This is an optimization exercise on Yosys and OpenROAD, whose aim is small area, a short achievable clock period and few clock cycles, not a production implementation. Where RTL was checked, it was by simulation tests only, not by an equivalence proof against the original. No activity file was given, so power comes from the tool's default toggle rates.

// sixel_encoder
module sixel_encoder (
    input  wire        clk,
    input  wire        rst,           
    input  wire        start,         
    input  wire [15:0] width,
    input  wire [15:0] height,
    input  wire [15:0] dbuf_base,
    input  wire [7:0]  ncols,
    output reg         busy,
    output reg         done,
    output reg  [2:0]  err_code,
    output reg         mem_req,
    output reg  [15:0] mem_addr,
    input  wire [7:0]  mem_rdata,
    output reg         out_valid,
    output reg  [7:0]  out_data,
    input  wire        out_ready
);
==> flow/config.mk <==
export PLATFORM = sky130hd
export DESIGN_NAME = sixel_encoder
export DESIGN_NICKNAME = sixel_encoder
export VERILOG_FILES = /design/flow/design.v
export SDC_FILE = /design/flow/constraint.sdc
export NUM_CORES = 4
export LEC_CHECK = 0
export CAP_MARGIN = 20
export CORE_MARGIN = 2
export CORE_UTILIZATION = 60
export CTS_BUF_LIST = sky130_fd_sc_hd__clkbuf_8 sky130_fd_sc_hd__clkbuf_16
export PLACE_DENSITY = 0.72
export SLEW_MARGIN = 20
==> flow/constraint.sdc <==
create_clock -name core_clock -period 13.0 [get_ports {clk}]
set_input_delay 2.6000 -clock core_clock [delete_from_list [all_inputs] [get_ports {clk}]]
set_output_delay 2.6000 -clock core_clock [all_outputs]
set_load 0.01 [all_outputs]
standard.sh (not shown) runs the stock make flow with config.mk's settings and CLKGATE_MAP_FILE= SYNTH_SCRIPT=/design/flow/synth_recipe.tcl, a recipe that flattens the netlist after the stock synthesis.
==> flow/flow/run.sh <==
#!/bin/bash
# The standard layout (the standard.sh: the standard synthesis and the
# standard ORFS steps, at the design's clock period and SDC), with two
# changes in how the layout is made:
#  - the port buffers that global placement inserts are
#    sky130_fd_sc_hd__buf_2 instead of the delay cell buffer_ports picks by
#    default; every port is still buffered;
#  - repair_timing works to a setup slack margin of 9.6 ns, so it sizes and
#    buffers the paths that set the achieved period. The clock period and the
#    constraints are the design's.
# ORFS writes each tool's log under orfs/logs; make's own output goes to
# standard_flow.log.
set -euo pipefail
export BUFFER_PORTS_ARGS="-buffer_cell sky130_fd_sc_hd__buf_2"
export SETUP_SLACK_MARGIN=9.6
bash standard.sh > standard_flow.log 2>&1
Testbench counts at the start, summed over its fixed seeds: cycles 153,244.
Change:
--- a/flow/flow/run.sh
+++ b/flow/flow/run.sh
@@ -8 +8 @@
-#  - repair_timing works to a setup slack margin of 9.6 ns, so it sizes and
+#  - repair_timing works to a setup slack margin of 9.0 ns, so it sizes and
@@ -15 +15 @@
-export SETUP_SLACK_MARGIN=9.6
+export SETUP_SLACK_MARGIN=9.0
Settings changed: CORE_UTILIZATION 60 to 70, CTS_BUF_LIST sky130_fd_sc_hd__clkbuf_8 sky130_fd_sc_hd__clkbuf_16 to sky130_fd_sc_hd__clkbuf_8, CTS_CLUSTER_SIZE set to 10, PLACE_DENSITY 0.72 to 0.8.
The new run finished with timing, DRC and antenna clean.
Cell area drops by a few percent.
Final cell count drops by a few percent.
Clock skew drops by 4.1 ps.
Combinational power drops by about a fifth.
Hold slack improved by 20 ps.
Worst setup slack got worse by 140 ps.
Maximum frequency drops by a few percent.
Clock-buffer cell count does not change.
Change:
--- a/flow/flow/run.sh
+++ b/flow/flow/run.sh
@@ -8 +8 @@
-#  - repair_timing works to a setup slack margin of 9.0 ns, so it sizes and
+#  - repair_timing works to a setup slack margin of 9.3 ns, so it sizes and
@@ -15 +15 @@
-export SETUP_SLACK_MARGIN=9.0
+export SETUP_SLACK_MARGIN=9.3
After rerunning:
- power increases by about 1.3%
- maximum frequency came out higher by 0.37%
- hold slack stays flat
- wire length fell by about 1.3%
Change:
--- a/flow/flow/run.sh
+++ b/flow/flow/run.sh
@@ -8 +8 @@
-#  - repair_timing works to a setup slack margin of 9.3 ns, so it sizes and
+#  - repair_timing works to a setup slack margin of MARGIN ns, so it sizes and
Settings changed: CORE_UTILIZATION 70 to 60, CTS_BUF_LIST sky130_fd_sc_hd__clkbuf_8 to sky130_fd_sc_hd__clkbuf_8 sky130_fd_sc_hd__clkbuf_16, CTS_CLUSTER_SIZE 10 to unset, PLACE_DENSITY 0.8 to 0.72.
Effect: The changed run produced a clean layout. Global-route usage is lower by 2.8 points. Worst setup slack gets better by 23 ps. Fmax is higher by 0.63%.

* * *

== run A ==
sixel_encoder, a different RTL version from the one above (not shown whole).
Size: about 180 flip-flops, ~99 I/O pins, about 11000 sq um of cells after synthesis.
==> flow/config.mk <==
export PLATFORM = sky130hd
export DESIGN_NAME = sixel_encoder
export DESIGN_NICKNAME = sixel_encoder
export VERILOG_FILES = /design/flow/design.v
export SDC_FILE = /design/flow/constraint.sdc
export NUM_CORES = 4
export LEC_CHECK = 0
export CAP_MARGIN = 20
export CORE_MARGIN = 2
export CORE_UTILIZATION = 70
export CTS_BUF_LIST = sky130_fd_sc_hd__clkbuf_8
export CTS_CLUSTER_SIZE = 10
export PLACE_DENSITY = 0.8
export SLEW_MARGIN = 20
==> flow/constraint.sdc <==
create_clock -name core_clock -period 13.0 [get_ports {clk}]
set_input_delay 2.6000 -clock core_clock [delete_from_list [all_inputs] [get_ports {clk}]]
set_output_delay 2.6000 -clock core_clock [all_outputs]
set_load 0.01 [all_outputs]
==> flow/flow/run.sh <==
#!/bin/bash
# The standard layout (the standard.sh: the standard synthesis and the
# standard ORFS steps, at the design's clock period and SDC), with two
# changes in how the layout is made:
#  - the port buffers that global placement inserts are
#    sky130_fd_sc_hd__buf_2 instead of the delay cell buffer_ports picks by
#    default; every port is still buffered;
#  - repair_timing works to a setup slack margin of 9.5 ns, so it sizes and
#    buffers the paths that set the achieved period. The clock period and the
#    constraints are the design's.
# ORFS writes each tool's log under orfs/logs; make's own output goes to
# standard_flow.log.
set -euo pipefail
export BUFFER_PORTS_ARGS="-buffer_cell sky130_fd_sc_hd__buf_2"
export SETUP_SLACK_MARGIN=9.5
bash standard.sh > standard_flow.log 2>&1
Run A completed end to end with timing, DRC and antenna clean.
Relative to run A, the following input files were edited for run B:
Settings: CTS_BUF_LIST changed from sky130_fd_sc_hd__clkbuf_8 to sky130_fd_sc_hd__clkbuf_8 sky130_fd_sc_hd__clkbuf_16; CORE_UTILIZATION changed from 70 to 60; PLACE_DENSITY changed from 0.8 to 0.72; CTS_CLUSTER_SIZE removed (was 10).
--- a/flow/flow/run.sh
+++ b/flow/flow/run.sh
@@ -8 +8 @@
-#  - repair_timing works to a setup slack margin of 9.5 ns, so it sizes and
+#  - repair_timing works to a setup slack margin of 9.3 ns, so it sizes and
@@ -15 +15 @@
-export SETUP_SLACK_MARGIN=9.5
+export SETUP_SLACK_MARGIN=9.3
Notes after the runs:
- The final critical delay including setup and external delays in run B sits 0.055 ns above the value recorded for run A.
- Cmp run B and run A / total global routing track utilization / lower: run B
- Relative to run A, post-layout worst setup margin decreased by 0.055 ns in run B.
- The routed wire length in run B sits 800 um below the value recorded for run A.
- Delta(worst slack after detailed placement, run B - run A) < 0
- Area growth from synthesis to final layout is lower on run B
- Run B finished every stage and its layout cleared the timing, DRC and antenna checks.
Relative to run B, the following input files were edited for run C:
Settings: a change of CTS_BUF_LIST from sky130_fd_sc_hd__clkbuf_8 sky130_fd_sc_hd__clkbuf_16 to sky130_fd_sc_hd__clkbuf_8; an added CTS_CLUSTER_SIZE of 10; a change of PLACE_DENSITY from 0.72 to 0.8; a change of CORE_UTILIZATION from 60 to 70.
==> results.txt <==
The final layout from run C, which completed every stage, passed the timing, DRC and antenna checks at the end of the flow.
The flow did not stop early for run B: all stages ran, and the layout cleared the timing, DRC and antenna checks.
mem_addr[0] as the launch point of the critical path was reported by run B, and mem_addr[6] by run C.
Run B → run C: fmax has decreased; total core area went down; global-route usage picked up an extra 4.8 points; multi-input combinational cell count essentially unchanged.
Relative to run B, layout cell share with drive strength beyond 1 has gone up in run C.
Cmp run C vs run B: time the worst path needs with I/O delays and setup higher in run C
Run C against run B: final routed wirelength across all metal layers held; fraction of area in registers rose 0.76 points.
Function was not checked in any run of this note: the RTL went through the layout flow alone.

## afterwards: timing with drivers on the ports
The flow's constraints put no driver on any port. The routed layouts listed below were extracted and timed again, unchanged, in two steps.
Step 1, drivers: a clkbuf_16 drives clk and a buf_2 each remaining input, both assumed.
Step 2 times the ports against the registers' clock, not the clock port: input delays grow and output delays shrink by t, the midpoint of the rising clock arrivals with the driver on.
Slacks: ideal / step 1 / step 2; pairs: ideal / step 1.
| run | shift t [ns] | setup slack, ns | worst setup path at the end | latest minus earliest clock arrival (ns) | cell pins on the clock port's net |
|---|---|---|---|---|---|
| the first run of note 1 | 0.484 | 9.457 / 9.409 / 9.048 | input to register | 0.020 / 0.019 | 1 |
| the second run of note 1 | 0.504 | 9.314 / 9.268 / 8.850 | input to register | 0.015 / 0.015 | 1 |
| the third run of note 1 | 0.506 | 9.328 / 9.285 / 8.995 | input to register | 0.015 / 0.016 | 1 |
| the fourth run of note 1 | 0.476 | 9.351 / 9.306 / 8.983 | input to register | 0.013 / 0.013 | 1 |
| run A | 0.520 | 9.392 / 9.350 / 8.869 | input to register | 0.016 / 0.015 | 1 |
| run B | 0.480 | 9.337 / 9.290 / 8.909 | input to register | 0.011 / 0.012 | 1 |
| run C | 0.518 | 9.318 / 9.276 / 8.856 | input to register | 0.015 / 0.015 | 1 |
After both steps setup and hold are still met in every run listed. For run A, which loses most, drivers alone change the setup slack by -0.042 ns; drivers and shift together by -0.523 ns.
